Optimization exercise on an open flow, not production practice. RTL: at most simulated, not proved equivalent. Function not checked: run 3. Power: default activity.

[design/flow/run.sh]
#!/bin/bash
# synth_recipe.tcl (not shown) runs the flow's synth.tcl, then flattens the netlist and writes it again
# the make line also repeats each setting of config.mk as NAME=value (left out here)
make -C /OpenROAD-flow-scripts/flow DESIGN_CONFIG=/design/flow/config.mk WORK_HOME=/design/flow/orfs CLKGATE_MAP_FILE= SYNTH_SCRIPT=/design/flow/synth_recipe.tcl finish
[design/flow/config.mk]
export PLATFORM = sky130hd
export DESIGN_NAME = f16_core
export DESIGN_NICKNAME = f16_core
export VERILOG_FILES = /design/flow/design.v
export SDC_FILE = /design/flow/constraint.sdc
export NUM_CORES = 4
export LEC_CHECK = 0
export ABC_CLOCK_PERIOD_IN_PS = 5000
export CAP_MARGIN = 20
export CORE_MARGIN = 2
export CORE_UTILIZATION = 40
export SETUP_SLACK_MARGIN = 3.0
export SLEW_MARGIN = 20
[design/flow/constraint.sdc]
create_clock -name core_clock -period 8.0 [get_ports {clk}]
set_input_delay 1.6000 -clock core_clock [delete_from_list [all_inputs] [get_ports {clk}]]
set_output_delay 1.6000 -clock core_clock [all_outputs]
set_load 0.01 [all_outputs]
[design/flow/design.v]
module f16_core (
    input  wire        clk,
    input  wire        rst,         
    input  wire        step,        
    output wire        ready,       
    output wire        mem_req,
    output wire        mem_we,
    output wire [15:0] mem_addr,
    output wire [7:0]  mem_wdata,
    input  wire        mem_gnt,
    input  wire [7:0]  mem_rdata,
    input  wire [3:0]  dbg_sel,
    output wire [15:0] dbg_data
);
    localparam [3:0] S_IDLE  = 4'd0;    
    localparam [3:0] S_FETCH = 4'd1;    
    localparam [3:0] S_LHI   = 4'd2;    
    localparam [3:0] S_LLO   = 4'd3;    
    localparam [3:0] S_JHI   = 4'd4;    
    localparam [3:0] S_JLO   = 4'd5;    
    localparam [3:0] S_REGS  = 4'd6;    
    localparam [3:0] S_ADD   = 4'd7;    
    localparam [3:0] S_AHI   = 4'd8;    
    localparam [3:0] S_ALO   = 4'd9;    
    localparam [3:0] S_REGD  = 4'd10;   
    localparam [3:0] S_RDD   = 4'd11;   
    localparam [3:0] S_WHI   = 4'd12;   
    localparam [3:0] S_WLO   = 4'd13;   
    localparam [3:0] S_RHI   = 4'd14;   
    localparam [3:0] S_RLO   = 4'd15;   
    localparam [3:0] O_MLR = 4'd0;      
    localparam [3:0] O_MRR = 4'd1;      
    localparam [3:0] O_MRM = 4'd2;      
    localparam [3:0] O_MMR = 4'd3;      
    localparam [3:0] O_ADD = 4'd4;      
    localparam [3:0] O_JNE = 4'd5;      
    localparam [3:0] O_PSL = 4'd6;      
    localparam [3:0] O_PSR = 4'd7;      
    localparam [3:0] O_POP = 4'd8;      
    localparam [3:0] O_CLL = 4'd9;      
    localparam [3:0] O_CLR = 4'd10;     
    localparam [3:0] O_RET = 4'd11;     
    reg  [191:0] xr;                    
    reg  [15:0]  sfs;
    reg  [3:0]   state;
    reg  [3:0]   op;
    reg  [15:0]  t;                     
    reg  [15:0]  ma;                    
    reg  [3:0]   c;                     
    reg          ne;                    
    reg          pend;                  
    wire [15:0]  ip  = xr[16*0 +: 16];
    wire [15:0]  acc = xr[16*1 +: 16];
    wire [15:0]  r1  = xr[16*2 +: 16];
    wire [15:0]  sp  = xr[16*10 +: 16];
    wire [15:0]  fp  = xr[16*11 +: 16];
    wire [7:0]   b = mem_rdata;
    wire st_idle  = (state == S_IDLE);
    wire st_fetch = (state == S_FETCH);
    wire st_lhi   = (state == S_LHI);
    wire st_llo   = (state == S_LLO);
    wire st_jhi   = (state == S_JHI);
    wire st_jlo   = (state == S_JLO);
    wire st_regs  = (state == S_REGS);
    wire st_add   = (state == S_ADD);
    wire st_ahi   = (state == S_AHI);
    wire st_alo   = (state == S_ALO);
    wire st_regd  = (state == S_REGD);
    wire st_rdd   = (state == S_RDD);
    wire st_whi   = (state == S_WHI);
    wire st_wlo   = (state == S_WLO);
    wire st_rhi   = (state == S_RHI);
    wire st_rlo   = (state == S_RLO);
    wire is_cal   = (op == O_CLL) | (op == O_CLR);
    wire is_push  = (op == O_PSL) | (op == O_PSR) | is_cal;
    wire is_pop   = (op == O_POP) | (op == O_RET);
    wire is_ret   = (op == O_RET);
    wire dec      = (st_idle & step | st_fetch) & mem_gnt;    
    wire lo_byte  = st_llo | st_jlo | st_alo | st_wlo | st_rlo;
    assign ready    = st_idle;
    assign mem_req  = 1'b1;
    assign mem_addr = (st_idle | st_fetch) ? ip : ma;
    wire ma_zero = (ma == 16'h0000);
    wire [7:0]  bm   = (lo_byte && ma_zero) ? 8'h00 : b;
    wire [15:0] word = {t[15:8], bm};
    function [2:0] res3;                
        input [1:0] d;
        begin
            res3 = {d == 2'd2, d == 2'd1, d == 2'd0 || d == 2'd3};
        end
    endfunction
    function [2:0] add3;                
        input [2:0] x, y;
        begin
            add3[0] = x[0] & y[0] | x[1] & y[2] | x[2] & y[1];
            add3[1] = x[0] & y[1] | x[1] & y[0] | x[2] & y[2];
            add3[2] = x[0] & y[2] | x[2] & y[0] | x[1] & y[1];
        end
    endfunction
    wire [2:0]  bq = add3(add3(res3(b[3:2]), res3(b[5:4])), res3(b[7:6]));
    wire [3:0]  bl = {b[1:0] == 2'd3, b[1:0] == 2'd2, b[1:0] == 2'd1, b[1:0] == 2'd0};
    wire [11:0] boh = {{4{bq[2]}} & bl, {4{bq[1]}} & bl, {4{bq[0]}} & bl};
    wire [3:0]  bidx = {bq[2], bq[1], bl[3] | bl[2], bl[3] | bl[1]};
    wire [11:0] coh = 12'd1 << c;
    reg [3:0] c_next;
    always @(*) begin
        if (is_ret)
            c_next = (c == 4'd11) ? 4'd0 : (c == 4'd0) ? 4'd9 : c - 4'd1;
        else
            c_next = (c == 4'd9) ? 4'd0 : c + 4'd1;
    end
    function [15:0] add16;
        input [15:0] x, y;
        reg   [15:0] g, p;
        integer i, d;
        begin
            g = x & y;
            p = x ^ y;
            for (d = 1; d < 16; d = d * 2)
                for (i = 15; i >= d; i = i - 1) begin
                    g[i] = g[i] | (p[i] & g[i - d]);
                    p[i] = p[i] & p[i - d];
                end
            add16 = (x ^ y) ^ {g[14:0], 1'b0};
        end
    endfunction
    wire [15:0] sum     = add16(t, rp);
    wire [15:0] acc_now = pend ? t : acc;
    reg [15:0] dbg;
    always @(*) begin
        case (dbg_sel)
            4'd0:  dbg = xr[16*0 +: 16];
            4'd1:  dbg = acc_now;
            4'd2:  dbg = xr[16*2 +: 16];
            4'd3:  dbg = xr[16*3 +: 16];
            4'd4:  dbg = xr[16*4 +: 16];
            4'd5:  dbg = xr[16*5 +: 16];
            4'd6:  dbg = xr[16*6 +: 16];
            4'd7:  dbg = xr[16*7 +: 16];
            4'd8:  dbg = xr[16*8 +: 16];
            4'd9:  dbg = xr[16*9 +: 16];
            4'd10: dbg = xr[16*10 +: 16];
            4'd11: dbg = xr[16*11 +: 16];
            4'd12: dbg = sfs;
            default: dbg = 16'h0000;
        endcase
    end
    assign dbg_data = dbg;
    wire        live = st_regs | st_add;
    wire [3:0]  cl   = {c[1:0] == 2'd3, c[1:0] == 2'd2, c[1:0] == 2'd1, c[1:0] == 2'd0};
    wire [2:0]  ch   = {c[3:2] == 2'd2, c[3:2] == 2'd1, c[3:2] == 2'd0};
    wire [3:0]  rsl  = live ? bl : st_rhi ? 4'b1000 : cl;
    wire [2:0]  rsh  = live ? bq : st_rhi ? 3'b100  : ch;
    reg  [15:0] rg;
    reg  [15:0] rp;
    integer j, k;
    always @(*) begin
        rp = 16'h0000;
        for (j = 0; j < 3; j = j + 1) begin
            rg = 16'h0000;
            for (k = 0; k < 4; k = k + 1)
                rg = rg | (xr[16*(4*j+k) +: 16] & {16{rsl[k]}});
            rp = rp | (rg & {16{rsh[j]}});
        end
    end
    reg [2:0] len;
    always @(*) begin
        case (b)
            8'h10, 8'h12, 8'h13:        len = 3'd4;
            8'h11, 8'h14, 8'h17, 8'h5E: len = 3'd3;
            8'h15:                      len = 3'd5;
            8'h18, 8'h1A, 8'h5F:        len = 3'd2;
            default:                    len = 3'd1;
        endcase
    end
    wire        ret_n   = st_rlo & is_ret & (c == 4'd1);    
    wire [15:0] n2      = {word[14:0], 1'b0};
    wire [15:0] ip_len  = ip + {13'd0, len};
    wire [15:0] sp_add  = sp + (ret_n ? n2 : st_rdd ? 16'h0002 : 16'hFFFE);
    wire        sfs_sub = ~(st_whi | st_wlo);
    wire [14:0] sfs_op  = ret_n ? ~word[14:0] :
                          sfs_sub ? 15'h7FFF : (c == 4'd1) ? 15'h0002 : 15'h0001;
    wire [15:0] sfs_s   = {sfs[15:1], ret_n} + {sfs_op, ret_n};
    wire [15:0] sfs_pm  = {sfs_s[15:1], sfs[0]};
    wire        dec_ret = (b == 8'h60);
    wire [15:0] ma_add  = (dec ? (dec_ret ? fp : ip) : ma) + {14'd0, dec & dec_ret, ~(dec & dec_ret)};
    wire [15:0] wsrc = (is_cal & (c == 4'd3)) ? r1 :
                       (is_cal & (c == 4'd2)) ? sfs : t;
    assign mem_we    = st_whi | (st_wlo & ~ma_zero);
    assign mem_wdata = st_whi ? wsrc[15:8] : wsrc[7:0];
    reg [3:0] dec_op;
    reg [3:0] dec_st;
    always @(*) begin
        dec_op = O_MLR;
        dec_st = S_IDLE;
        case (b)
            8'h10: begin dec_op = O_MLR; dec_st = S_LHI;  end
            8'h11: begin dec_op = O_MRR; dec_st = S_REGS; end
            8'h12: begin dec_op = O_MRM; dec_st = S_REGS; end
            8'h13: begin dec_op = O_MMR; dec_st = S_AHI;  end
            8'h14: begin dec_op = O_ADD; dec_st = S_REGS; end
            8'h15: begin dec_op = O_JNE; dec_st = S_LHI;  end
            8'h17: begin dec_op = O_PSL; dec_st = S_LHI;  end
            8'h18: begin dec_op = O_PSR; dec_st = S_REGS; end
            8'h1A: begin dec_op = O_POP; dec_st = S_RDD;  end
            8'h5E: begin dec_op = O_CLL; dec_st = S_LHI;  end
            8'h5F: begin dec_op = O_CLR; dec_st = S_REGS; end
            8'h60: begin dec_op = O_RET; dec_st = S_RHI;  end
            default: ;
        endcase
    end
    wire g         = mem_gnt;
    wire push_done = g & st_wlo & is_push;
    wire pop_hi    = g & st_rhi & is_pop;
    wire cal_tgt   = g & st_whi & is_cal & (c == 4'd3);    
    wire cal_done  = push_done & is_cal & (c == 4'd2);
    wire ret_fp    = g & st_rhi & is_ret & (c == 4'd0);
    wire load_w    = g & st_rlo & (~is_ret | (c != 4'd11) & (c != 4'd1));
    wire ret_last  = g & ret_n;
    wire jmp_take  = g & st_jlo & ne;
    wire regd      = g & st_regd;
    wire [11:0] wen = (regd ? boh : 12'd0) | (load_w ? coh : 12'd0);
    wire        w_word = st_rlo | st_jlo | st_alo;
    wire [15:0] gen   = {t[15:8], w_word ? bm : t[7:0]};
    wire        nrst   = ~rst;
    wire [15:0] gen_d  = gen & {16{nrst}};
    wire        acc_en = rst | wen[1] | pend;
    wire [15:0] acc_d  = gen & {16{nrst}};
    wire        ip_en  = rst | wen[0] | jmp_take | cal_done | dec;
    wire [15:0] ip_d   = ((wen[0] | jmp_take) ? gen : cal_done ? fp : ip_len) & {16{nrst}};
    wire        sp_en  = rst | wen[10] | push_done | pop_hi | ret_last;
    wire [15:0] sp_d   = rst ? 16'hFFFE : wen[10] ? gen : pop_hi ? ma : sp_add;
    wire        fp_en  = rst | wen[11] | cal_tgt | ret_fp | cal_done;
    wire [15:0] fp_d   = rst ? 16'hFFFE : (wen[11] | cal_tgt) ? gen :
                         cal_done ? sp_add : sum;
    wire        sfs_en = rst | push_done & ~cal_done | pop_hi | ret_last;
    wire [15:0] sfs_d  = sfs_pm & {16{nrst}};
    integer i;
    always @(posedge clk) begin
        if (ip_en)  xr[16*0 +: 16] <= ip_d;
        if (acc_en) xr[16*1 +: 16] <= acc_d;
        for (i = 2; i < 10; i = i + 1)
            if (rst | wen[i]) xr[16*i +: 16] <= gen_d;
        if (sp_en)  xr[16*10 +: 16] <= sp_d;
        if (fp_en)  xr[16*11 +: 16] <= fp_d;
        if (sfs_en) sfs <= sfs_d;
    end
    always @(posedge clk) begin
        if (rst) begin
            state <= S_IDLE;
        end else if (dec) begin
            state <= dec_st;
        end else if (st_idle) begin
            if (step) state <= S_FETCH;
        end else if (g) begin
            case (state)
                S_LHI:  state <= S_LLO;
                S_LLO:  state <= (op == O_MLR) ? S_REGD :
                                 (op == O_JNE) ? S_JHI  : S_WHI;
                S_JHI:  state <= S_JLO;
                S_REGS: state <= (op == O_MRR) ? S_REGD :
                                 (op == O_MRM) ? S_AHI  :
                                 (op == O_ADD) ? S_ADD  : S_WHI;
                S_AHI:  state <= S_ALO;
                S_ALO:  state <= (op == O_MRM) ? S_WHI : S_RDD;
                S_RDD:  state <= S_RHI;
                S_WHI:  state <= S_WLO;
                S_WLO:  state <= (is_cal && c != 4'd2) ? S_WHI : S_IDLE;
                S_RHI:  state <= S_RLO;
                S_RLO:  state <= (is_ret && c != 4'd1) ? S_RHI : S_IDLE;
                default: state <= S_IDLE;       
            endcase
        end
    end
    wire [7:0] acc_byte = st_lhi ? acc[15:8] : acc[7:0];
    wire       byte_ne  = (st_lhi ? b : bm) != acc_byte;
    always @(posedge clk)
        pend <= g & st_add & ~rst;
    always @(posedge clk) begin
        if (dec) begin
            op <= dec_op;
            ma <= ma_add;
            c  <= dec_ret ? 4'd11 : 4'd3;
        end
        if (g) begin
            if (st_lhi | st_jhi | st_ahi | st_rhi)
                t[15:8] <= b;
            if (st_llo | st_alo | st_rlo)
                t[7:0] <= bm;
            if (st_regs | st_wlo | st_alo & (op == O_MRM))
                t <= rp;
            if (st_add)
                t <= sum;
            if (st_lhi)
                ne <= byte_ne;
            if (st_llo)
                ne <= ne | byte_ne;
            if (st_lhi | st_llo | st_jhi | st_regs | st_ahi | st_alo |
                st_whi | st_rhi | st_rlo)
                ma <= ma_add;
            if ((st_llo | st_regs) & is_push)
                ma <= sp;
            if (st_alo & (op == O_MRM))
                ma <= word;
            if (st_rdd)
                ma <= (op == O_POP) ? sp_add : t;
            if (st_wlo)
                ma <= sp_add;
            if (st_regs & (op == O_MRM) | st_rdd)
                c <= bidx;
            if (st_wlo | st_rlo)
                c <= c_next;
        end
    end
endmodule
==> results of run 1 <==
[timing repair]
item,in CTS,in global routing
gates resized for setup,149,107
cloned,2,2
pin swaps,29,39
buffers inserted,50,16
setup endpoints to repair,94,123
hold endpoints to repair,0,0
hold buffers,0,0
[worst max path at each step]
stage	from	to	slack [ns]	cells past startpoint
floorplan	mem_rdata[5]	xr[190]	2.63	19
global placement	mem_rdata[2]	xr[190]	1.39	18
detailed placement	mem_rdata[2]	xr[190]	1.36	18
CTS	dbg_sel[0]	dbg_data[10]	2.94	10
global route	mem_rdata[7]	xr[190]	2.92	19
finish	dbg_sel[0]	dbg_data[14]	2.92	10
[cell type report]
cell class	count	area, µm²
Antenna cell	1	2.502
Timing Repair Buffer	188	1663
Fill cell	4353	24070
Tap cell	607	759.5
Clock buffer	35	748.2
Sequential cell	254	7380
Clock inverter	18	230.2
Inverter	50	222.7
Multi-Input combinational cell	1651	11380
[per-stage QoR]
stage               hold slack (ns)  cell area, µm²  setup slack (ns)
floorplan                    0.4824           18900             2.633
global placement             0.5435           20180             1.393
detailed placement           0.5442           20180             1.355
CTS                          0.5539           21800             2.941
global route                 0.5743           22390             2.916
finish                       0.5631           22390             2.925
[critical path, cell delays in order]
cell and delay, ns:
buf_4 0.17, nand2b_4 0.16, buf_4 0.11, nor3_4 0.04
buf_4 0.15, buf_4 0.19, a22o_1 0.18, a221oi_1 0.42
nand3_1 0.13, dlygate4sd2_1 0.32
[metal layers]
metal  track usage (%)  share of wire (%)
met1             45.28                 39
met2             49.47                 41
met3             6.529                 12
met4             20.78                7.9
met5                 0                  0
[flip-flops by register name (all words and copies together) (netlist names), 4 cells and up]
name and flops:
ma 16, op 4, xr 192, state 4, c 4, sfs 16
t 16
[power by group through the flow]
stage          clock (mW)  combinational [mW]  sequential [mW]
2_1_floorplan           0                2.81             1.96
3_3_place_gp            0                3.79             2.22
3_5_place_dp            0                3.84             2.22
4_1_cts              1.42                4.07             2.19
5_1_grt              1.47                4.84             2.24
6_report             1.41                4.51             2.24
[layout by cell type (no fill, tap or decap), types with 10 or more instances in the layout]
master,synthesis,final
a211oi_1,26,25
a21boi_0,11,11
a21o_1,13,12
a21oi_1,124,115
a221o_1,43,40
a221oi_1,41,35
a222oi_1,16,16
a22o_1,19,19
a22oi_1,99,97
a31oi_1,13,12
and2_1,17,16
and3_1,21,21
buf_4,4,109
buf_6,1,23
clkbuf_16,0,30
clkdlybuf4s50_1,0,27
dfxtp_1,25,23
dlygate4sd2_1,0,11
edfxtp_1,229,229
ha_1,60,45
ha_4,0,14
inv_1,49,43
mux2_2,14,14
mux2i_1,63,63
nand2_1,233,226
nand2b_1,23,14
nand3_1,72,68
nand4_1,15,15
nor2_1,204,197
nor2b_1,28,25
nor3_1,55,43
nor3_2,0,10
nor4_1,12,10
o211ai_1,31,31
o21ai_0,139,121
o21ai_1,23,33
xnor2_1,32,29
xor2_1,35,33
[cell families after synthesis]
kind of cell	after synthesis	synth area share (%)
simple gates	734	18.43
mux	77	4.201
flops	254	39.31
compound gates	704	26.21
fa+ha+maj	65	4.534
buf+inv	198	4.167
other cells	1	0.01998
xor+xnor	67	3.127
==> flow_metrics.env, run 1 <==
export IMPL_status="timing/DRC/antenna clean"
export IMPL_wl_per_cell_um=29.87
export IMPL_gp_congestion=0.9988
export IMPL_syn_inst=2100
export IMPL_internal_power_mw=4.546
export IMPL_synthArstFlopShare_pct=0
export IMPL_nNetsFinal=2255
export IMPL_design_power_total_mw=8.167
export IMPL_hp_class="flop to flop"
export IMPL_hold_viol=0
export IMPL_power_frac_seq_pct=27.5
export IMPL_port_buffer_count=57
export IMPL_finalNonFillerCells=2804
export IMPL_finalSetupTns_ns=0
export IMPL_reg2reg_depth=18
export IMPL_worst_clock_skew_ns=0.01600
export IMPL_r2r_start="ma[10]"
export IMPL_cts_root_buf="clkbuf_16"
export IMPL_io_pins=59
export IMPL_swShare_pct=44.33
export IMPL_synth_ff_type="edfxtp_1"
export IMPL_worst_slew_pin_slew_ns=1.233
export IMPL_grt_setup_unrepaired="true"
export IMPL_post_synth_top_count_cell="nand2_1"
export IMPL_ant_nets=0
export IMPL_die_area_mm2=0.04866
export IMPL_rows=79
export IMPL_yosys_area_top_type="edfxtp_1"
export IMPL_rrSetupSlack_ns=3.18
export IMPL_fin_util_pct=48.20
export IMPL_max_cap_violations=0
export IMPL_end_kind="output port"
export IMPL_ir_drop_mv=0.2193
export IMPL_track_usage_pct=33.54
export IMPL_numCtsBuffers=29
export IMPL_p_clk_share_pct=17.3
export IMPL_p_switching_mw=3.620
export IMPL_die_w_um=220.6
export IMPL_clockBufferDepth=3
export IMPL_whs_endpoint="ma[0]"
export IMPL_hold_start="ma[0]"
export IMPL_ys_warn_count=1
export IMPL_required_ns=6.40
export IMPL_p_leak_nw=8.236
export IMPL_hpwlAfterDp_um=59270
export IMPL_synthDistinctLibCells=92
export IMPL_fmax_mhz=197.0
export IMPL_slew_headroom_pct=17.79
export IMPL_yosysSeqAreaShare_pct=39.31
export IMPL_report_final_slew_viol_count=0
export IMPL_syn_to_final_growth_pct=19.32
export IMPL_power_density_mw_per_mm2=364.7
export IMPL_viasPerCell=6.841
export IMPL_yosys_area_top_type_share_pct=36.64
export IMPL_dr_pass1_iters=8
export IMPL_worstSetupPathType="input pin to output port"
export IMPL_die_h_um=220.6
export IMPL_critPathMaxFanout=9
export IMPL_cts_tree="yes"
export IMPL_synth_area_mm2=0.01877
export IMPL_start_util_pct=40.39
export IMPL_grt_pass1_wl_um=120100
export IMPL_coreArea_mm2=0.04646
export IMPL_finalCritPeriodShare_pct=63.44
export IMPL_setup_viol=0
export IMPL_antenna_found_initial=1
export IMPL_synth_avg_cell_area_um2=8.936
export IMPL_synth_nets=2181
export IMPL_yosys_top_cells_area="edfxtp_1 (37%), nand2_1 (4.7%), nor2_1 (4.1%)"
export IMPL_num_vias=19182
export IMPL_worstPathArrival_ns=3.48
export IMPL_worst_skew_pair_late_latency_ns=0.59
export IMPL_htreeDepth=1
export IMPL_ys_ff_latch=254
export IMPL_finalWirelength_um=83740
export IMPL_grt_max_degree=52
export IMPL_r2r_end="xr[175]"
export IMPL_drc=0
export IMPL_synth_edf_count=229
export IMPL_layout_drive_gt1_share_pct=16.44
export IMPL_worstHoldPathCells=2
export IMPL_dr_first_iter_drc_count=3027
export IMPL_clkSinkCount=254
export IMPL_grt_overflow=0
export IMPL_critPathLaunchType="input pin"
export IMPL_synth_common_cells="nand2_1 (233), edfxtp_1 (229), nor2_1 (204), o21ai_0 (139), a21oi_1 (124)"
export IMPL_period_needed_ns=5.075
export IMPL_p_comb_share_pct=55.3
export IMPL_place_inst=2680
export IMPL_grt_pass1_vias=17759
export IMPL_clk_pin_slew_worst_paths_ns=0.06
Testbench counts, summed over its fixed seeds: cycles 112,384, instrs 24,000.
==> run 2, diff against run 1 <==
--- a/design/flow/config.mk
+++ b/design/flow/config.mk
@@ -7,7 +7,7 @@
 export LEC_CHECK = 0
 export ABC_CLOCK_PERIOD_IN_PS = 5000
-export CAP_MARGIN = 20
+export CAP_MARGIN = 10
 export CORE_MARGIN = 2
-export CORE_UTILIZATION = 40
+export CORE_UTILIZATION = 50
 export SETUP_SLACK_MARGIN = 3.0
-export SLEW_MARGIN = 20
+export SLEW_MARGIN = 10
==> flow_metrics.env, run 2 <==
export IMPL_io_pins=59
export IMPL_viasPerCell=7.290
export IMPL_hp_class="flop to flop"
export IMPL_report_final_slew_viol_count=0
export IMPL_crit_buf_inv=2
export IMPL_slowest_delay_ns=0.42
export IMPL_critPathMaxFanout=7
export IMPL_die_w_um=197.7
export IMPL_rows=70
export IMPL_synth_common_cells="nand2_1 (233), edfxtp_1 (229), nor2_1 (204), o21ai_0 (139), a21oi_1 (124)"
export IMPL_hold_start="ma[0]"
export IMPL_worstPathArrival_ns=5.34
export IMPL_synthDistinctLibCells=92
export IMPL_power_density_mw_per_mm2=369.7
export IMPL_antenna_found_initial=1
export IMPL_layout_drive_gt1_share_pct=15.23
export IMPL_crit_slowest_cell="a221o_1"
export IMPL_mostFrequentLayoutCells="edfxtp_1 (229), nand2_1 (223), nor2_1 (197)"
export IMPL_gp_congestion=1.011
export IMPL_max_cap_violations=0
export IMPL_period_needed_ns=5.004
export IMPL_worst_clock_skew_ns=0.02346
export IMPL_hpwlAfterDp_um=59640
export IMPL_design_power_total_mw=8.113
export IMPL_yosys_area_top_type="edfxtp_1"
export IMPL_finalCritPeriodShare_pct=62.55
export IMPL_insertedDiodeCount=0
export IMPL_regMostFlops="xr"
export IMPL_n_fill_cell=3237
export IMPL_slew_headroom_pct=12.94
export IMPL_whs_endpoint="ma[0]"
export IMPL_dr_pass1_iters=8
export IMPL_synth_nets=2181
export IMPL_ir_drop_mv=0.1968
export IMPL_critPathLaunchType="input pin"
export IMPL_rrSetupSlack_ns=3.05
export IMPL_clkSinkCount=254
export IMPL_start_util_pct=51.01
export IMPL_yosys_area_top_type_share_pct=36.64
export IMPL_layout_commonest_cell="edfxtp_1"
export IMPL_die_area_mm2=0.03910
export IMPL_synth_area_mm2=0.01877
export IMPL_synth_avg_cell_area_um2=8.936
export IMPL_fmax_mhz=199.8
export IMPL_coreArea_mm2=0.03679
export IMPL_die_h_um=197.7
export IMPL_syn_to_final_growth_pct=16.94
export IMPL_yosysSeqAreaShare_pct=39.31
export IMPL_r2r_end="xr[175]"
export IMPL_grt_overflow=0
export IMPL_dp_slack_ns=1.371
export IMPL_numCtsBuffers=30
export IMPL_nNetsFinal=2232
export IMPL_setup_viol=0
export IMPL_cts_tree="yes"
export IMPL_clockBufferDepth=3
export IMPL_hold_viol=0
export IMPL_fin_util_pct=59.66
export IMPL_dr_first_iter_drc_count=3202
export IMPL_largest_register_ffs=192
export IMPL_drc=0
export IMPL_grt_pass1_wl_um=122200
export IMPL_worst_skew_pair_late_latency_ns=0.61
export IMPL_reg2reg_depth=17
export IMPL_ant_nets=0
export IMPL_required_ns=8.34
export IMPL_worstSetupPathType="input pin to flop"
export IMPL_hold_buffers=0
export IMPL_p_leak_nw=8.119
export IMPL_end_kind="flop"
export IMPL_clk_pin_slew_worst_paths_ns=0.06
export IMPL_ys_warn_count=1
export IMPL_grt_max_degree=47
export IMPL_worst_slew_pin_slew_ns=1.303
export IMPL_worstHoldPathCells=2
export IMPL_status="timing/DRC/antenna clean"
export IMPL_cpLargestDelayFamily="compound AO/OA/AOI/OAI gates"
export IMPL_cp_cell_sequence="buf_12 -> ha_4 -> a22oi_2 -> nand2_2 -> a221o_1 -> a21o_4 -> buf_8 -> a221o_1 -> ha_4 -> nand2_2 -> o21ai_2 -> o31a_1 -> o211a_1 -> o41ai_2 -> xnor2_1 -> nor2_1 -> o22ai_1 -> nand2_1"
export IMPL_setup_ws_ns=2.996
export IMPL_grt_setup_unrepaired="true"
export IMPL_yosys_top_cells_area="edfxtp_1 (37%), nand2_1 (4.7%), nor2_1 (4.1%)"
export IMPL_htreeDepth=1
export IMPL_wl_per_cell_um=32.10
export IMPL_post_synth_top_count_cell="nand2_1"
export IMPL_grt_pass1_vias=18033
export IMPL_syn_inst=2100
export IMPL_port_buffer_count=57
export IMPL_finalSetupTns_ns=0
export IMPL_synth_edf_count=229
export IMPL_ys_ff_latch=254
export IMPL_track_usage_pct=42.96
export IMPL_cts_root_buf="clkbuf_16"
export IMPL_num_vias=19260
export IMPL_r2r_start="ma[5]"
export IMPL_finalWirelength_um=84800
export IMPL_synth_ff_type="edfxtp_1"
export IMPL_synthArstFlopShare_pct=0
[run 2: cell counts after synthesis]
No cell type changed its count.
[run 2: logic make-up (layout without fill, tap and decap cells)]
logic type | after synthesis | in the layout | synth area share [%]
adders and majority gates | 65 | 65 | 4.534
muxes | 77 | 77 | 4.201
other | 1 | 1 | 0.01998
and+or+nand+nor | 734 | 738 | 18.43
DFF | 254 | 254 | 39.31
buffers and inverters | 198 | 268 | 4.167
xor gates and xnor gates | 67 | 67 | 3.127
AOI/OAI and AO/OA | 704 | 704 | 26.21
[run 2: how the worst max path moves through the flow]
| stage | startpoint | slack, ns | to | depth (start not counted) |
|---|---|---|---|---|
| 5_1_grt | state[1] | 2.88 | xr[175] | 18 |
| 4_1_cts | dbg_sel[2] | 2.82 | dbg_data[2] | 10 |
| 6_report | mem_rdata[5] | 3.00 | xr[187] | 18 |
| 3_5_place_dp | mem_rdata[5] | 1.37 | xr[190] | 17 |
| 3_3_place_gp | mem_rdata[5] | 1.47 | xr[190] | 17 |
| 2_1_floorplan | mem_rdata[5] | 2.63 | xr[190] | 19 |
[run 2: final cells by class]
type                       count  area, µm²  area share, %
multi-input combinational   1652      11250          51.28
clock inverter                21      260.3          1.186
sequential                   254       7380          33.63
inverter                      50      215.2         0.9807
clock buffer                  34      765.7          3.489
tap                          468      585.6          2.668
timing repair buffer         163       1485          6.768
[run 2: layer usage]
metal / GRT usage (%) / vias to the layer above / share of wire (%)
met2: 61.48 / 1552 / 41
met4: 28.79 / 2 / 8.0
met1: 57.35 / 9183 / 37
li1: - / 8158 / -
met5: 0 / - / 0.019
met3: 10.87 / 365 / 14
[run 2: what timing repair did]
action | CTS | global route
resized for setup | 136 | 81
endpoints found under the setup margin | 94 | 53
pin swaps | 21 | 31
cloned | 4 | 1
setup buffers | 27 | 15
[run 2: stage by stage]
step | hold WS [ns] | instances | area [µm²]
after floorplan | 0.4824 | 2100 | 18900
after global placement | 0.5245 | 2540 | 20000
after detailed placement | 0.5370 | 2540 | 20000
after CTS | 0.5469 | 2626 | 21580
after global routing | 0.5993 | 2642 | 21940
final | 0.5496 | 2642 | 21940
[run 2: worst min-delay path, stage by stage (launching register included)]
cell	delay [ns]
dfxtp_1	0.36
inv_1	0.08
o21ai_0	0.07
[run 2: power breakdown]
| group | internal (mW) | total [mW] | switching [mW] |
|---|---|---|---|
| Clock | 0.850 | 1.46 | 0.613 |
| Sequential | 1.80 | 2.25 | 0.450 |
| Combinational | 1.82 | 4.40 | 2.58 |
==> run 3, diff against run 2 <==
--- a/design/flow/design.v
+++ b/design/flow/design.v
@@ -81,5 +81,8 @@
     assign mem_req  = 1'b1;
     assign mem_addr = (st_idle | st_fetch) ? ip : ma;
-    wire ma_zero = (ma == 16'h0000);
+    reg  ma_zero;
+    always @(posedge clk)
+        if (!lo_byte)
+            ma_zero <= (ma == 16'hFFFF);
     wire [7:0]  bm   = (lo_byte && ma_zero) ? 8'h00 : b;
     wire [15:0] word = {t[15:8], bm};
==> design/flow/flow/run.sh (new file) <==
#!/bin/bash
# Standard layout, with the port buffers made of plain buffers
# (sky130_fd_sc_hd__buf_4) rather than the default choice, and resizing
# free to change a cell's footprint.
set -o pipefail
export BUFFER_PORTS_ARGS="-buffer_cell sky130_fd_sc_hd__buf_4"
bash standard.sh MATCH_CELL_FOOTPRINT=0 finish > standard.log 2>&1
==> design/flow/standard.sh (new file) <==
#!/bin/bash
# synth_recipe.tcl (not shown) runs the flow's synth.tcl, then flattens the netlist and writes it again
# the make line also repeats each setting of config.mk as NAME=value (left out here)
make -C /OpenROAD-flow-scripts/flow DESIGN_CONFIG=/design/flow/config.mk WORK_HOME=/design/flow/orfs CLKGATE_MAP_FILE= SYNTH_SCRIPT=/design/flow/synth_recipe.tcl "${@:-finish}"
==> design/flow/config.mk (replaced) <==
export PLATFORM = sky130hd
export DESIGN_NAME = f16_core
export DESIGN_NICKNAME = f16_core
export VERILOG_FILES = /design/flow/design.v
export SDC_FILE = /design/flow/constraint.sdc
export NUM_CORES = 4
export LEC_CHECK = 0
export ABC_CLOCK_PERIOD_IN_PS = 4700
export CAP_MARGIN = 20
export CORE_MARGIN = 2
export CORE_UTILIZATION = 40
export SETUP_SLACK_MARGIN = 3.3
export SLEW_MARGIN = 20
removed: design/flow/run.sh
==> flow_metrics.env, run 3 <==
export IMPL_p_comb_share_pct=54.1
export IMPL_num_vias=19143
export IMPL_grt_setup_unrepaired="true"
export IMPL_seq_area_mm2=0.007408
export IMPL_finalWirelength_um=86940
export IMPL_status="timing/DRC/antenna clean"
export IMPL_dr_first_iter_drc_count=3266
export IMPL_synth_edf_count=230
export IMPL_synth_avg_cell_area_um2=8.977
export IMPL_io_pins=59
export IMPL_internal_power_mw=4.698
export IMPL_synth_common_cells="edfxtp_1 (230), nor2_1 (221), nand2_1 (212), o21ai_0 (167), a21oi_1 (162)"
export IMPL_max_cap_violations=0
export IMPL_largest_register_ffs=192
export IMPL_yosys_area_top_type="edfxtp_1"
export IMPL_viasPerCell=6.866
export IMPL_worst_skew_pair_late_latency_ns=0.62
export IMPL_finalCritPeriodShare_pct=63.12
export IMPL_grt_pass1_wl_um=124000
export IMPL_design_power_total_mw=8.584
export IMPL_nNetsFinal=2244
export IMPL_grt_overflow=0
export IMPL_post_synth_top_count_cell="edfxtp_1"
export IMPL_cpLargestDelayFamily="compound AO/OA/AOI/OAI gates"
export IMPL_end_kind="flop"
export IMPL_worst_clock_skew_ns=0.02306
export IMPL_synthArstFlopShare_pct=0
export IMPL_critPathMaxFanout=24
export IMPL_worstPathArrival_ns=5.40
export IMPL_layout_commonest_cell="edfxtp_1"
export IMPL_period_needed_ns=5.049
export IMPL_crit_slowest_cell="fa_2"
export IMPL_syn_inst=2060
export IMPL_ant_nets=0
export IMPL_regMostFlops="xr"
export IMPL_clk_pin_slew_worst_paths_ns=0.06
export IMPL_worstSetupPathType="input pin to flop"
export IMPL_die_area_mm2=0.04797
export IMPL_synth_area_mm2=0.01849
export IMPL_hold_buffers=0
export IMPL_yosys_area_share_simple_pct=16.72
export IMPL_layout_drive_gt1_share_pct=19.77
export IMPL_power_frac_seq_pct=27.2
export IMPL_slowest_delay_ns=0.37
export IMPL_ys_ff_latch=255
export IMPL_start_util_pct=40.66
export IMPL_ir_drop_mv=0.1841
export IMPL_synth_fa_ha_area_share_pct=4.736
export IMPL_yosysSeqAreaShare_pct=40.05
export IMPL_multi_input_area_mm2=0.01113
export IMPL_clkSinkCount=255
export IMPL_crit_buf_inv=2
export IMPL_die_h_um=219.0
export IMPL_finalSetupTns_ns=0
export IMPL_syn_to_final_growth_pct=21.72
export IMPL_p_clk_share_pct=18.7
export IMPL_grt_max_degree=66
export IMPL_required_ns=8.35
export IMPL_numCtsBuffers=31
export IMPL_synth_nets=2143
export IMPL_antenna_found_initial=1
export IMPL_report_final_slew_viol_count=0
export IMPL_cts_root_buf="clkbuf_16"
export IMPL_whs_ns=0.5520
export IMPL_grt_pass1_vias=17920
export IMPL_p_switching_mw=3.886
export IMPL_slew_headroom_pct=30.81
export IMPL_n_fill_cell=4307
export IMPL_critPathLaunchType="input pin"
export IMPL_mostFrequentLayoutCells="edfxtp_1 (230), nor2_1 (210), nand2_1 (204)"
export IMPL_rows=78
export IMPL_hp_class="flop to flop"
export IMPL_cp_cell_sequence="buf_6 -> nand2b_4 -> nor2_2 -> or2_4 -> buf_4 -> a22oi_1 -> a21oi_2 -> nor2_1 -> o21ai_2 -> ha_2 -> fa_2 -> a211oi_2 -> o21bai_1 -> a31oi_2 -> o21ai_2 -> o41a_1 -> a21o_1 -> a21oi_2 -> xor2_1 -> a311oi_1"
export IMPL_wl_per_cell_um=31.18
export IMPL_dp_slack_ns=1.814
export IMPL_synth_xor_area_share_pct=3.789
export IMPL_hold_viol=0
export IMPL_clockBufferDepth=3
export IMPL_power_density_mw_per_mm2=381.4
export IMPL_setup_ws_ns=2.951
export IMPL_track_usage_pct=35.45
export IMPL_fmax_mhz=198.0
export IMPL_cts_tree="yes"
export IMPL_ys_warn_count=1
export IMPL_synth_top_family_by_area="compound AO/OA/AOI/OAI gates"
export IMPL_coreArea_mm2=0.04548
export IMPL_gp_congestion=0.9705
export IMPL_htreeDepth=1
export IMPL_p_leak_nw=8.325
export IMPL_swShare_pct=45.27
export IMPL_yosys_top_cells_area="edfxtp_1 (37%), o21ai_0 (4.5%), nor2_1 (4.5%)"
export IMPL_synth_ff_type="edfxtp_1"
export IMPL_hpwlAfterDp_um=60230
export IMPL_drc=0
export IMPL_worst_slew_pin_slew_ns=1.038
export IMPL_muxShareOfSynthArea_pct=4.547
export IMPL_dr_pass1_iters=8
export IMPL_die_w_um=219.0
export IMPL_synth_compound_area_share_pct=26.11
export IMPL_synthDistinctLibCells=85
export IMPL_setup_viol=0
export IMPL_yosys_area_top_type_share_pct=37.35
export IMPL_port_buffer_count=57
-- run 3: cell count changes after synthesis, moves of 15 or more --
cell     previous run  this run
a21oi_1           124       162
o21ai_1            23         6
o21ai_0           139       167
nor2_1            204       221
a22o_1             19        34
nand2_1           233       212
a221o_1            43        26
a22oi_1            99        74
nor3_1             55        33
-- run 3: layout make-up --
| cell class | count | area share (%) |
|---|---|---|
| antenna | 3 | 0.03335 |
| clock buffer | 33 | 3.480 |
| clock inverter | 24 | 1.590 |
| inverter | 38 | 0.7393 |
| tap | 600 | 3.335 |
| timing repair buffer | 213 | 8.471 |
| sequential | 255 | 32.91 |
| multi-input combinational | 1622 | 49.44 |
-- run 3: tightest hold or removal path, stage by stage (launching register included) --
cell	delay (ns)
dfxtp_1	0.36
nor2_1	0.10
a21oi_1	0.04
-- run 3: power by group through the flow --
stage               clock (mW)  combinational (mW)  sequential [mW]
floorplan                    0                2.75             2.01
global placement             0                3.86             2.31
detailed placement           0                3.90             2.30
CTS                       1.61                4.30             2.28
global route              1.66                4.96             2.33
finish                    1.61                4.65             2.33
-- run 3: path summary, 6_finish.rpt --
check	slack, ns	startpoint	depth (start not counted)	to
max	2.95	mem_rdata[0]	20	xr[190]
min	0.55	ma[1]	2	ma[1]
max reg2reg	3.04	state[1]	20	xr[190]
min reg2reg	0.55	ma[1]	2	ma[1]
-- run 3: cell families after synthesis --
group / count (synthesis)
AO/OA/AOI/OAI: 715
XOR/XNOR: 80
adder cells (fa/ha/maj): 67
buffers and inverters: 185
flip-flops: 255
multiplexers: 82
other: 1
AND/OR/NAND/NOR: 675
-- run 3: per-stage QoR --
stage          instance area [µm²]  utilization (%)  cells
2_1_floorplan                18640                -   2060
3_3_place_gp                 19770            43.46   2633
3_5_place_dp                 19780            43.50   2634
4_1_cts                      21850            48.05   2750
5_1_grt                      22500            49.48   2785
6_report                     22510            49.49   2788
-- run 3: repair_timing --
action,4_1_cts,5_1_grt
gates resized for setup,116,92
cloned,2,3
hold endpoints to repair,0,0
pin swaps,34,20
setup endpoints to repair,76,63
setup buffers,57,32
-- run 3: metal layers --
layer | global-route usage [%] | share of wire, % | vias to the layer above
met2 | 52.16 | 42 | 1603
met3 | 8.898 | 13 | 317
li1 | - | - | 8075
met1 | 47.58 | 38 | 9148
met5 | 0 | 0 | -
met4 | 19.55 | 6.6 | 0
==> run 4, diff against run 3 <==
--- a/design/flow/design.v
+++ b/design/flow/design.v
@@ -177,10 +177,10 @@
         endcase
     end
-    wire        ret_n   = st_rlo & is_ret & (c == 4'd1);    
-    wire [15:0] n2      = {word[14:0], 1'b0};
+    wire        ret_n   = st_regd & is_ret;                 
+    wire [15:0] n2      = {t[14:0], 1'b0};
     wire [15:0] ip_len  = ip + {13'd0, len};
     wire [15:0] sp_add  = sp + (ret_n ? n2 : st_rdd ? 16'h0002 : 16'hFFFE);
     wire        sfs_sub = ~(st_whi | st_wlo);
-    wire [14:0] sfs_op  = ret_n ? ~word[14:0] :
+    wire [14:0] sfs_op  = ret_n ? ~t[14:0] :
                           sfs_sub ? 15'h7FFF : (c == 4'd1) ? 15'h0002 : 15'h0001;
     wire [15:0] sfs_s   = {sfs[15:1], ret_n} + {sfs_op, ret_n};
@@ -222,5 +222,5 @@
     wire ret_last  = g & ret_n;
     wire jmp_take  = g & st_jlo & ne;
-    wire regd      = g & st_regd;
+    wire regd      = g & st_regd & ~is_ret;
     wire [11:0] wen = (regd ? boh : 12'd0) | (load_w ? coh : 12'd0);
     wire        w_word = st_rlo | st_jlo | st_alo;
@@ -271,5 +271,6 @@
                 S_WLO:  state <= (is_cal && c != 4'd2) ? S_WHI : S_IDLE;
                 S_RHI:  state <= S_RLO;
-                S_RLO:  state <= (is_ret && c != 4'd1) ? S_RHI : S_IDLE;
+                S_RLO:  state <= (is_ret && c != 4'd1) ? S_RHI :
+                                 is_ret ? S_REGD : S_IDLE;
                 default: state <= S_IDLE;       
             endcase
--- a/design/flow/config.mk
+++ b/design/flow/config.mk
@@ -7,7 +7,7 @@
 export LEC_CHECK = 0
 export ABC_CLOCK_PERIOD_IN_PS = 4700
-export CAP_MARGIN = 20
+export CAP_MARGIN = 10
 export CORE_MARGIN = 2
-export CORE_UTILIZATION = 40
+export CORE_UTILIZATION = 50
 export SETUP_SLACK_MARGIN = 3.3
-export SLEW_MARGIN = 20
+export SLEW_MARGIN = 10
==> flow_metrics.env, run 4 <==
export IMPL_status="timing/DRC/antenna clean"
export IMPL_num_vias=19543
export IMPL_antenna_found_initial=1
export IMPL_critPathLaunchType="input pin"
export IMPL_synth_ff_type="edfxtp_1"
export IMPL_worst_slew_pin_slew_ns=1.209
export IMPL_grt_setup_unrepaired="true"
export IMPL_crit_buf_inv=4
export IMPL_dr_first_iter_drc_count=3409
export IMPL_ant_nets=0
export IMPL_synth_common_cells="edfxtp_1 (230), nor2_1 (225), nand2_1 (187), a21oi_1 (152), clkbuf_1 (129)"
export IMPL_p_leak_nw=8.365
export IMPL_layout_commonest_cell="edfxtp_1"
export IMPL_syn_to_final_growth_pct=21.78
export IMPL_hold_viol=0
export IMPL_synth_nets=2135
export IMPL_finalSetupTns_ns=0
export IMPL_slowest_delay_ns=0.43
export IMPL_cts_tree="yes"
export IMPL_cpLargestDelayFamily="compound AO/OA/AOI/OAI gates"
export IMPL_synth_top_family_by_area="compound AO/OA/AOI/OAI gates"
export IMPL_yosys_area_share_simple_pct=17.15
export IMPL_setup_viol=0
export IMPL_grt_pass1_wl_um=122500
export IMPL_setup_ws_ns=2.731
export IMPL_max_cap_violations=0
export IMPL_post_synth_top_count_cell="edfxtp_1"
export IMPL_port_buffer_count=57
export IMPL_syn_inst=2055
export IMPL_report_final_slew_viol_count=0
export IMPL_worstPathArrival_ns=5.62
export IMPL_numCtsBuffers=30
export IMPL_mostFrequentLayoutCells="edfxtp_1 (230), nor2_1 (217), buf_4 (185)"
export IMPL_die_h_um=196.2
export IMPL_worst_skew_pair_late_latency_ns=0.62
export IMPL_yosysSeqAreaShare_pct=40.09
export IMPL_rows=70
export IMPL_clkSinkCount=255
export IMPL_insertedDiodeCount=0
export IMPL_track_usage_pct=43.56
export IMPL_fmax_mhz=189.8
export IMPL_htreeDepth=1
export IMPL_ys_ff_latch=255
export IMPL_die_w_um=196.2
export IMPL_hp_class="flop to flop"
export IMPL_ys_warn_count=1
export IMPL_gp_congestion=1.020
export IMPL_viasPerCell=7.325
export IMPL_required_ns=8.35
export IMPL_largest_register_ffs=192
export IMPL_cts_root_buf="clkbuf_16"
export IMPL_yosys_area_top_type_share_pct=37.39
export IMPL_die_area_mm2=0.03850
export IMPL_hold_buffers=0
export IMPL_clk_pin_slew_worst_paths_ns=0.07
export IMPL_coreArea_mm2=0.03652
export IMPL_period_needed_ns=5.269
export IMPL_hpwlAfterDp_um=58580
export IMPL_dr_pass1_iters=10
export IMPL_synth_avg_cell_area_um2=8.990
export IMPL_muxShareOfSynthArea_pct=3.529
export IMPL_synth_edf_count=230
export IMPL_yosys_top_cells_area="edfxtp_1 (37%), nor2_1 (4.6%), a21oi_1 (4.1%)"
export IMPL_synth_fa_ha_area_share_pct=4.538
export IMPL_dp_slack_ns=1.477
export IMPL_synthDistinctLibCells=85
export IMPL_worstSetupPathType="input pin to flop"
export IMPL_start_util_pct=50.58
export IMPL_nNetsFinal=2257
export IMPL_synth_xor_area_share_pct=3.698
export IMPL_slew_headroom_pct=19.39
export IMPL_wl_per_cell_um=32.45
export IMPL_layout_drive_gt1_share_pct=20.86
export IMPL_synth_area_mm2=0.01847
export IMPL_ir_drop_mv=0.2239
export IMPL_power_density_mw_per_mm2=236.6
export IMPL_worst_clock_skew_ns=0.02713
export IMPL_io_pins=59
export IMPL_clockBufferDepth=3
export IMPL_end_kind="flop"
export IMPL_critPathMaxFanout=4
export IMPL_synth_compound_area_share_pct=26.93
export IMPL_crit_slowest_cell="a221o_2"
export IMPL_yosys_area_top_type="edfxtp_1"
export IMPL_finalCritPeriodShare_pct=65.86
export IMPL_grt_overflow=0
export IMPL_drc=0
export IMPL_grt_max_degree=45
export IMPL_regMostFlops="xr"
export IMPL_finalWirelength_um=86570
export IMPL_grt_pass1_vias=17892
export IMPL_cp_cell_sequence="buf_12 -> inv_8 -> ha_4 -> a22oi_2 -> nand2_1 -> a221o_2 -> o22ai_4 -> buf_12 -> buf_8 -> a21oi_4 -> or3_4 -> ha_4 -> a21o_1 -> a21oi_2 -> o21bai_2 -> a2111oi_4 -> o31ai_2 -> a21oi_2 -> o21bai_1 -> xnor2_1 -> a21oi_1"
export IMPL_synthArstFlopShare_pct=0
run 4: cell types whose count changed after synthesis, sizes merged, moves of 7 or more:
| cell | delta |
|---|---|
| o21ai | -27 |
| a211oi | +7 |
| a221oi | -7 |
| nor2b | +12 |
| mux2i | -20 |
| a21oi | -10 |
| nand3 | -16 |
| a22oi | +11 |
| nand2 | -26 |
| o211ai | +8 |
run 4: logic make-up after synthesis:
logic type,count (synthesis)
AO/OA/AOI/OAI,726
AND/OR/NAND/NOR,676
flip-flops,255
buffers and inverters,192
XOR/XNOR,78
adder cells (fa/ha/maj),64
multiplexers,63
other,1
run 4: timing repair:
item	CTS	global route
cloned	4	3
gates resized for setup	133	84
hold endpoints to repair	0	0
endpoints found under the setup margin	80	65
pin swaps	43	44
buffers inserted	76	45
run 4: final cells by class:
cell class | count | area, µm²
inverters | 38 | 158.9
repair buffers | 241 | 2190
clock inverters | 23 | 255.2
clock buffers | 32 | 758.2
well taps | 468 | 585.6
flip-flops and latches | 255 | 7412
fillers | 3101 | 14020
multi-input cells | 1611 | 11140
run 4: through the flow:
| stage | util, % | instance area, µm² | total power [mW] | hold slack [ns] | instances |
|---|---|---|---|---|---|
| 4_1_cts | 59.65 | 21790 | 5.149 | 0.5571 | 2620 |
| 5_1_grt | 61.60 | 22500 | 5.493 | 0.5795 | 2668 |
| 2_1_floorplan | - | 18590 | 2.943 | 0.4824 | 2055 |
| 3_5_place_dp | 53.48 | 19530 | 3.585 | 0.5491 | 2485 |
| 6_report | 61.60 | 22500 | 5.323 | 0.5605 | 2668 |
| 3_3_place_gp | 53.48 | 19530 | 3.573 | 0.5374 | 2485 |
run 4: where the power goes:
group	internal [mW]	total, mW	switching, mW	leakage, nW
clock network	0.819	1.45	0.633	0.473
registers	1.66	1.97	0.313	2.49
logic	0.814	1.90	1.08	5.40
run 4: worst register-to-register path, delay by kind of cell (launching register included):
family,cells,cell delay (ns)
adders and majority gates,2,0.55
AOI/OAI and AO/OA,10,1.62
DFF,1,0.61
and+or+nand+nor,4,1.35
buffers and inverters,1,0.30
xor gates and xnor gates,1,0.27
run 4: path summary, 6_finish.rpt:
| kind | cells past startpoint | startpoint | slack, ns | endpoint |
|---|---|---|---|---|
| hold reg to reg | 2 | ma[2] | 0.56 | ma[2] |
| setup reg to reg | 18 | state[2] | 3.08 | t[12] |
| hold / removal | 2 | ma[2] | 0.56 | ma[2] |
| setup / recovery | 21 | mem_rdata[4] | 2.73 | t[12] |
run 4: metal layers:
| metal | global-route usage, % | share of wire (%) | up-vias |
|---|---|---|---|
| li1 | - | - | 8171 |
| met1 | 55.62 | 35 | 9316 |
| met2 | 64.86 | 42 | 1636 |
| met3 | 12.43 | 14 | 418 |
| met4 | 28.20 | 7.9 | 2 |
| met5 | 0 | 0.015 | - |
Testbench counts of run 4, summed over its fixed seeds: cycles 112,608, instrs 24,000.
==> run 5, diff against run 4 <==
==> design/flow/run.sh (new file) <==
#!/bin/bash
# synth_recipe.tcl (not shown) runs the flow's synth.tcl, then flattens the netlist and writes it again
# the make line also repeats each setting of config.mk as NAME=value (left out here)
make -C /OpenROAD-flow-scripts/flow DESIGN_CONFIG=/design/flow/config.mk WORK_HOME=/design/flow/orfs CLKGATE_MAP_FILE= SYNTH_SCRIPT=/design/flow/synth_recipe.tcl finish
--- a/design/flow/config.mk
+++ b/design/flow/config.mk
@@ -6,8 +6,7 @@
 export NUM_CORES = 4
 export LEC_CHECK = 0
-export ABC_CLOCK_PERIOD_IN_PS = 4700
 export CAP_MARGIN = 10
 export CORE_MARGIN = 2
 export CORE_UTILIZATION = 50
-export SETUP_SLACK_MARGIN = 3.3
+export SETUP_SLACK_MARGIN = 2.9
 export SLEW_MARGIN = 10
removed: design/flow/flow/run.sh
removed: design/flow/standard.sh
==> flow_metrics.env, run 5 <==
export IMPL_status="timing/DRC/antenna clean"
export IMPL_yosys_top_cells_area="edfxtp_1 (37%), nor2_1 (4.6%), a21oi_1 (4.1%)"
export IMPL_yosys_area_share_simple_pct=17.15
export IMPL_p_leak_nw=8.020
export IMPL_design_power_total_mw=5.374
export IMPL_finalWirelength_um=85300
export IMPL_dr_pass1_iters=8
export IMPL_rows=70
export IMPL_power_density_mw_per_mm2=245.3
export IMPL_layout_commonest_cell="edfxtp_1"
export IMPL_met2_usage_pct=65.10
export IMPL_coreArea_mm2=0.03652
export IMPL_start_util_pct=50.58
export IMPL_end_kind="flop"
export IMPL_synth_fa_ha_area_share_pct=4.538
export IMPL_synth_top_family_by_area="compound AO/OA/AOI/OAI gates"
export IMPL_syn_to_final_growth_pct=18.60
export IMPL_critPathLaunchType="input pin"
export IMPL_synth_ff_type="edfxtp_1"
export IMPL_gp_congestion=1.006
export IMPL_fmax_mhz=190.5
export IMPL_clk_pin_slew_worst_paths_ns=0.06
export IMPL_period_needed_ns=5.248
export IMPL_worstSetupPathType="input pin to flop"
export IMPL_finalSetupTns_ns=0
export IMPL_worst_skew_pair_late_latency_ns=0.64
export IMPL_dr_first_iter_drc_count=3154
export IMPL_io_pins=59
export IMPL_port_buffer_count=57
export IMPL_hpwlAfterDp_um=58980
export IMPL_htreeDepth=1
export IMPL_largest_register_ffs=192
export IMPL_hp_class="flop to flop"
export IMPL_die_w_um=196.2
export IMPL_synthDistinctLibCells=85
export IMPL_ys_ff_latch=255
export IMPL_clkSinkCount=255
export IMPL_grt_overflow=0
export IMPL_regMostFlops="xr"
export IMPL_synth_compound_area_share_pct=26.93
export IMPL_slowest_delay_ns=0.38
export IMPL_cts_tree="yes"
export IMPL_cpMostUsedCell="a21oi_2"
export IMPL_muxShareOfSynthArea_pct=3.529
export IMPL_met3_usage_pct=10.90
export IMPL_finalCritPeriodShare_pct=65.61
export IMPL_yosys_area_top_type_share_pct=37.39
export IMPL_cp_cell_sequence="buf_12 -> inv_8 -> ha_4 -> a22oi_2 -> buf_4 -> a21oi_2 -> a221o_2 -> o22ai_4 -> buf_6 -> a21oi_2 -> or3_4 -> fa_2 -> a21o_1 -> a21oi_2 -> o21bai_2 -> a2111oi_4 -> o31ai_2 -> a21oi_2 -> o21ai_1 -> xnor2_1 -> a21oi_1"
export IMPL_top_usage_layer="met2"
export IMPL_num_vias=19144
export IMPL_required_ns=8.34
export IMPL_synth_area_mm2=0.01847
export IMPL_hold_viol=0
export IMPL_hold_buffers=0
export IMPL_worstPathArrival_ns=5.59
export IMPL_track_usage_pct=43.08
export IMPL_syn_inst=2055
export IMPL_clockBufferDepth=3
export IMPL_synth_nets=2135
export IMPL_worst_slew_pin_slew_ns=1.308
export IMPL_grt_max_degree=46
export IMPL_ys_warn_count=1
export IMPL_cts_root_buf="clkbuf_16"
export IMPL_synth_common_cells="edfxtp_1 (230), nor2_1 (225), nand2_1 (187), a21oi_1 (152), clkbuf_1 (129)"
export IMPL_yosysSeqAreaShare_pct=40.09
export IMPL_wl_per_cell_um=32.54
export IMPL_layout_drive_gt1_share_pct=15.01
export IMPL_mostFrequentLayoutCells="edfxtp_1 (230), nor2_1 (221), nand2_1 (183)"
export IMPL_grt_setup_unrepaired="true"
export IMPL_grt_pass1_vias=17712
export IMPL_critPathMaxFanout=5
export IMPL_ir_drop_mv=0.1931
export IMPL_die_h_um=196.2
export IMPL_report_final_slew_viol_count=0
export IMPL_numCtsBuffers=31
export IMPL_synth_edf_count=230
export IMPL_max_cap_violations=0
export IMPL_ant_nets=0
export IMPL_die_area_mm2=0.03850
export IMPL_drc=0
export IMPL_synth_xor_area_share_pct=3.698
export IMPL_grt_pass1_wl_um=121300
export IMPL_worst_clock_skew_ns=0.04934
export IMPL_synth_avg_cell_area_um2=8.990
export IMPL_viasPerCell=7.304
export IMPL_synthArstFlopShare_pct=0
export IMPL_crit_slowest_cell="or3_4"
export IMPL_slew_headroom_pct=12.77
export IMPL_nNetsFinal=2207
export IMPL_post_synth_top_count_cell="edfxtp_1"
export IMPL_antenna_found_initial=1
export IMPL_met1_usage_pct=57.10
export IMPL_yosys_area_top_type="edfxtp_1"
export IMPL_setup_viol=0
-- run 5: cell counts after synthesis --
No cell type changed its count.
-- run 5: area by class of cell --
type                    count  area, µm²
diodes                      1      2.502
clock buffers              34      787.0
clock inverters            24      301.5
fillers                  3173      14610
inverters                  38      158.9
multi-input cells        1610      10950
flip-flops and latches    255       7407
well taps                 468      585.6
repair buffers            191       1718
-- run 5: timing repair --
| action | in CTS | in global routing |
|---|---|---|
| cloned | 2 | 2 |
| endpoints found under the setup margin | 72 | 40 |
| resized for setup | 139 | 65 |
| setup buffers | 41 | 20 |
| pin swaps | 37 | 38 |
-- run 5: where the power goes --
group	switching (mW)	internal, mW
combinational	1.10	0.778
clock	0.629	0.931
sequential	0.283	1.66
-- run 5: layer usage --
metal / share of wire [%] / vias to the layer above
li1: - / 8064
met4: 7.0 / 2
met1: 37 / 9194
met5: 0.015 / -
met3: 13 / 351
met2: 42 / 1533
-- run 5: cells by family (layout without fill, tap and decap cells) --
logic type,Yosys count,count (layout)
AOI/OAI and AO/OA,726,727
and+or+nand+nor,676,677
DFF,255,255
buffers and inverters,192,287
xor gates and xnor gates,78,78
adders and majority gates,64,64
muxes,63,63
other,1,2
-- run 5: metrics by stage --
step                      hold WS [ns]  utilization (%)  area [µm²]  setup slack (ns)  instances
after floorplan                 0.4824                -       18600             2.508       2055
after global placement          0.5303            54.06       19740            0.9916       2497
after detailed placement        0.5454            54.06       19740            0.9249       2497
after CTS                       0.5546            58.65       21420             2.667       2598
after global routing            0.5881            59.99       21910             2.623       2620
final                           0.5606            59.99       21910             2.752       2621
-- run 5: final timing paths --
kind | start | end | slack [ns] | cells after the start
worst max-delay path | mem_rdata[4] | xr[190] | 2.75 | 21
worst min-delay path | ma[6] | ma[6] | 0.56 | 2
worst max register to register | state[1] | ma[14] | 3.08 | 17
worst min register to register | ma[6] | ma[6] | 0.56 | 2
-- run 5: worst max-delay path, delay by kind of cell --
family | cells | cell delay [ns]
AOI/OAI and AO/OA | 13 | 2.30
adders and majority gates | 2 | 0.62
buffers and inverters | 4 | 0.46
and+or+nand+nor | 1 | 0.38
xor gates and xnor gates | 1 | 0.21
==> run 6, diff against run 5 <==
--- a/design/flow/design.v
+++ b/design/flow/design.v
@@ -49,5 +49,5 @@
     reg  [3:0]   c;                     
     reg          ne;                    
-    reg          pend;                  
+    reg          ret_f;                 
     wire [15:0]  ip  = xr[16*0 +: 16];
     wire [15:0]  acc = xr[16*1 +: 16];
@@ -113,26 +113,10 @@
             c_next = (c == 4'd9) ? 4'd0 : c + 4'd1;
     end
-    function [15:0] add16;
-        input [15:0] x, y;
-        reg   [15:0] g, p;
-        integer i, d;
-        begin
-            g = x & y;
-            p = x ^ y;
-            for (d = 1; d < 16; d = d * 2)
-                for (i = 15; i >= d; i = i - 1) begin
-                    g[i] = g[i] | (p[i] & g[i - d]);
-                    p[i] = p[i] & p[i - d];
-                end
-            add16 = (x ^ y) ^ {g[14:0], 1'b0};
-        end
-    endfunction
-    wire [15:0] sum     = add16(t, rp);
-    wire [15:0] acc_now = pend ? t : acc;
+    wire [15:0] sum     = t + (ret_f ? fp : ma);
     reg [15:0] dbg;
     always @(*) begin
         case (dbg_sel)
             4'd0:  dbg = xr[16*0 +: 16];
-            4'd1:  dbg = acc_now;
+            4'd1:  dbg = xr[16*1 +: 16];
             4'd2:  dbg = xr[16*2 +: 16];
             4'd3:  dbg = xr[16*3 +: 16];
@@ -153,6 +137,6 @@
     wire [3:0]  cl   = {c[1:0] == 2'd3, c[1:0] == 2'd2, c[1:0] == 2'd1, c[1:0] == 2'd0};
     wire [2:0]  ch   = {c[3:2] == 2'd2, c[3:2] == 2'd1, c[3:2] == 2'd0};
-    wire [3:0]  rsl  = live ? bl : st_rhi ? 4'b1000 : cl;
-    wire [2:0]  rsh  = live ? bq : st_rhi ? 3'b100  : ch;
+    wire [3:0]  rsl  = live ? bl : cl;
+    wire [2:0]  rsh  = live ? bq : ch;
     reg  [15:0] rg;
     reg  [15:0] rp;
@@ -222,5 +206,7 @@
     wire ret_last  = g & ret_n;
     wire jmp_take  = g & st_jlo & ne;
-    wire regd      = g & st_regd & ~is_ret;
+    wire is_add    = (op == O_ADD);
+    wire regd      = g & st_regd & ~is_ret & ~is_add;
+    wire add_done  = g & st_regd & is_add;
     wire [11:0] wen = (regd ? boh : 12'd0) | (load_w ? coh : 12'd0);
     wire        w_word = st_rlo | st_jlo | st_alo;
@@ -228,6 +214,6 @@
     wire        nrst   = ~rst;
     wire [15:0] gen_d  = gen & {16{nrst}};
-    wire        acc_en = rst | wen[1] | pend;
-    wire [15:0] acc_d  = gen & {16{nrst}};
+    wire        acc_en = rst | wen[1] | add_done;
+    wire [15:0] acc_d  = ((st_regd & is_add) ? sum : gen) & {16{nrst}};
     wire        ip_en  = rst | wen[0] | jmp_take | cal_done | dec;
     wire [15:0] ip_d   = ((wen[0] | jmp_take) ? gen : cal_done ? fp : ip_len) & {16{nrst}};
@@ -265,4 +251,5 @@
                                  (op == O_MRM) ? S_AHI  :
                                  (op == O_ADD) ? S_ADD  : S_WHI;
+                S_ADD:  state <= S_REGD;
                 S_AHI:  state <= S_ALO;
                 S_ALO:  state <= (op == O_MRM) ? S_WHI : S_RDD;
@@ -279,9 +266,8 @@
     wire [7:0] acc_byte = st_lhi ? acc[15:8] : acc[7:0];
     wire       byte_ne  = (st_lhi ? b : bm) != acc_byte;
-    always @(posedge clk)
-        pend <= g & st_add & ~rst;
     always @(posedge clk) begin
         if (dec) begin
             op <= dec_op;
+            ret_f <= dec_ret;
             ma <= ma_add;
             c  <= dec_ret ? 4'd11 : 4'd3;
@@ -295,5 +281,5 @@
                 t <= rp;
             if (st_add)
-                t <= sum;
+                t <= rp;                
             if (st_lhi)
                 ne <= byte_ne;
@@ -307,4 +293,6 @@
             if (st_alo & (op == O_MRM))
                 ma <= word;
+            if (st_add)
+                ma <= t;
             if (st_rdd)
                 ma <= (op == O_POP) ? sp_add : t;
==> design/flow/flow/run.sh (new file) <==
#!/bin/bash
# Standard layout, with the port buffers made of plain buffers
# (sky130_fd_sc_hd__buf_4) rather than the default choice, and resizing
# free to change a cell's footprint.
set -o pipefail
export BUFFER_PORTS_ARGS="-buffer_cell sky130_fd_sc_hd__buf_4"
bash standard.sh MATCH_CELL_FOOTPRINT=0 finish > standard.log 2>&1
==> design/flow/standard.sh (new file) <==
#!/bin/bash
# synth_recipe.tcl (not shown) runs the flow's synth.tcl, then flattens the netlist and writes it again
# the make line also repeats each setting of config.mk as NAME=value (left out here)
make -C /OpenROAD-flow-scripts/flow DESIGN_CONFIG=/design/flow/config.mk WORK_HOME=/design/flow/orfs CLKGATE_MAP_FILE= SYNTH_SCRIPT=/design/flow/synth_recipe.tcl "${@:-finish}"
--- a/design/flow/config.mk
+++ b/design/flow/config.mk
@@ -9,4 +9,4 @@
 export CORE_MARGIN = 2
 export CORE_UTILIZATION = 50
-export SETUP_SLACK_MARGIN = 2.9
+export SETUP_SLACK_MARGIN = 3.2
 export SLEW_MARGIN = 10
removed: design/flow/run.sh
==> flow_metrics.env, run 6 <==
export IMPL_status="timing/DRC/antenna clean"
export IMPL_synth_area_mm2=0.01857
export IMPL_report_final_slew_viol_count=0
export IMPL_slowest_delay_ns=0.99
export IMPL_critPathMaxFanout=12
export IMPL_numCtsBuffers=31
export IMPL_yosys_area_top_type="edfxtp_1"
export IMPL_ys_ff_latch=255
export IMPL_synth_avg_cell_area_um2=9.003
export IMPL_cts_root_buf="clkbuf_16"
export IMPL_hold_start="ma[3]"
export IMPL_clkSinkCount=255
export IMPL_ys_warn_count=1
export IMPL_p_leak_nw=7.599
export IMPL_die_w_um=196.7
export IMPL_finalWirelength_um=80520
export IMPL_whs_endpoint="ma[3]"
export IMPL_hp_class="flop to flop"
export IMPL_yosysSeqAreaShare_pct=39.93
export IMPL_rrSetupSlack_ns=3.44
export IMPL_power_density_mw_per_mm2=328.7
export IMPL_hold_buffers=0
export IMPL_coreArea_mm2=0.03661
export IMPL_syn_to_final_growth_pct=13.32
export IMPL_synth_nets=2145
export IMPL_dr_pass1_iters=6
export IMPL_post_synth_top_count_cell="edfxtp_1"
export IMPL_max_cap_violations=0
export IMPL_ant_nets=0
export IMPL_synth_ff_type="edfxtp_1"
export IMPL_hpwlAfterDp_um=56160
export IMPL_io_pins=59
export IMPL_multi_input_area_mm2=0.01069
export IMPL_grt_pass1_vias=17052
export IMPL_worstSetupPathType="input pin to flop"
export IMPL_htreeDepth=1
export IMPL_worst_slew_pin_slew_ns=1.171
export IMPL_worstHoldPathCells=2
export IMPL_dpl_cell_area_mm2=0.01949
export IMPL_layout_drive_gt1_share_pct=14.98
export IMPL_reg2reg_depth=15
export IMPL_synthArstFlopShare_pct=0
export IMPL_num_vias=18518
export IMPL_worst_clock_skew_ns=0.01791
export IMPL_regMostFlops="xr"
export IMPL_wl_per_cell_um=31.15
export IMPL_cp_cell_sequence="buf_4 -> inv_1 -> ha_1 -> a22oi_1 -> o21ai_0 -> a222oi_1 -> buf_4 -> nor2_1 -> a21oi_2 -> a21oi_1 -> nor4_2 -> a21oi_1"
export IMPL_period_needed_ns=4.855
export IMPL_worst_skew_pair_late_latency_ns=0.62
export IMPL_grt_setup_unrepaired="true"
export IMPL_rows=70
export IMPL_ir_drop_mv=0.2029
export IMPL_die_h_um=196.7
export IMPL_hold_viol=0
export IMPL_grt_max_degree=62
export IMPL_finalSetupTns_ns=0
export IMPL_n_fill_cell=3318
export IMPL_slew_headroom_pct=21.94
export IMPL_track_usage_pct=40.92
export IMPL_port_buffer_count=57
export IMPL_worstPathArrival_ns=5.17
export IMPL_gp_congestion=0.9902
export IMPL_layout_commonest_cell="edfxtp_1"
export IMPL_r2r_start="op[2]"
export IMPL_nNetsFinal=2177
export IMPL_dr_first_iter_drc_count=2937
export IMPL_setup_viol=0
export IMPL_seq_area_mm2=0.007417
export IMPL_clk_pin_slew_worst_paths_ns=0.06
export IMPL_syn_inst=2063
export IMPL_critPathLaunchType="input pin"
-- run 6: power breakdown --
group | internal, mW | total, mW | switching (mW)
Sequential | 1.78 | 2.27 | 0.486
Clock | 0.835 | 1.45 | 0.614
Combinational | 1.23 | 3.20 | 1.97
-- run 6: metal layers --
| layer | up-vias | track usage, % | wire length [µm] | part of all wire, % |
|---|---|---|---|---|
| li1 | 7985 | - | - | - |
| met1 | 8783 | 57.21 | 31230 | 39 |
| met2 | 1481 | 59.69 | 33650 | 42 |
| met3 | 269 | 9.240 | 10850 | 13 |
| met4 | 0 | 20.44 | 4796 | 6.0 |
| met5 | - | 0 | 0 | 0 |
-- run 6: per-stage QoR --
step	power (mW)	util, %	hold WS (ns)	cells	setup WS [ns]
2_1_floorplan	4.204	-	0.4983	2063	3.514
4_1_cts	6.767	56.87	0.5814	2571	3.198
5_1_grt	7.229	57.49	0.6074	2584	3.159
3_3_place_gp	5.283	53.25	0.5642	2493	2.470
6_report	6.918	57.49	0.5907	2585	3.145
3_5_place_dp	5.306	53.25	0.5713	2493	2.341
-- run 6: worst max-delay path by stage --
| stage | start | end | slack, ns |
|---|---|---|---|
| after floorplan | mem_rdata[2] | xr[14] | 3.51 |
| after global placement | mem_rdata[7] | ma[11] | 2.47 |
| after detailed placement | mem_rdata[7] | ma[11] | 2.34 |
| after CTS | dbg_sel[0] | dbg_data[15] | 3.20 |
| after global routing | state[3] | sfs[14] | 3.16 |
| final | mem_rdata[2] | t[12] | 3.15 |
-- run 6: cell type report --
class / count / area share (%)
well taps: 468 / 2.782
clock inverters: 20 / 1.046
repair buffers: 145 / 5.665
diodes: 1 / 0.01189
flip-flops and latches: 255 / 35.24
clock buffers: 34 / 3.739
multi-input cells: 1622 / 50.79
inverters: 40 / 0.7252
-- run 6: critical path: cells and delay by family --
family | cells | cell delay, ns
compound gates | 6 | 1.78
buf+inv | 3 | 0.44
simple gates | 2 | 1.05
fa+ha+maj | 1 | 0.27
-- run 6: cell families after synthesis --
kind of cell	synth area share (%)
AO/OA/AOI/OAI	26.33
AND/OR/NAND/NOR	17.57
flip-flops	39.93
buffers and inverters	4.170
XOR/XNOR	3.631
adder cells (fa/ha/maj)	4.648
multiplexers	3.698
other	0.02019
-- run 6: timing repair --
action	in CTS	in global routing
cloned	0	0
resized for setup	16	26
pin swaps	8	3
buffers inserted	24	13
setup endpoints to repair	42	46
Testbench counts of run 6, summed over its fixed seeds: cycles 114,487, instrs 24,000.
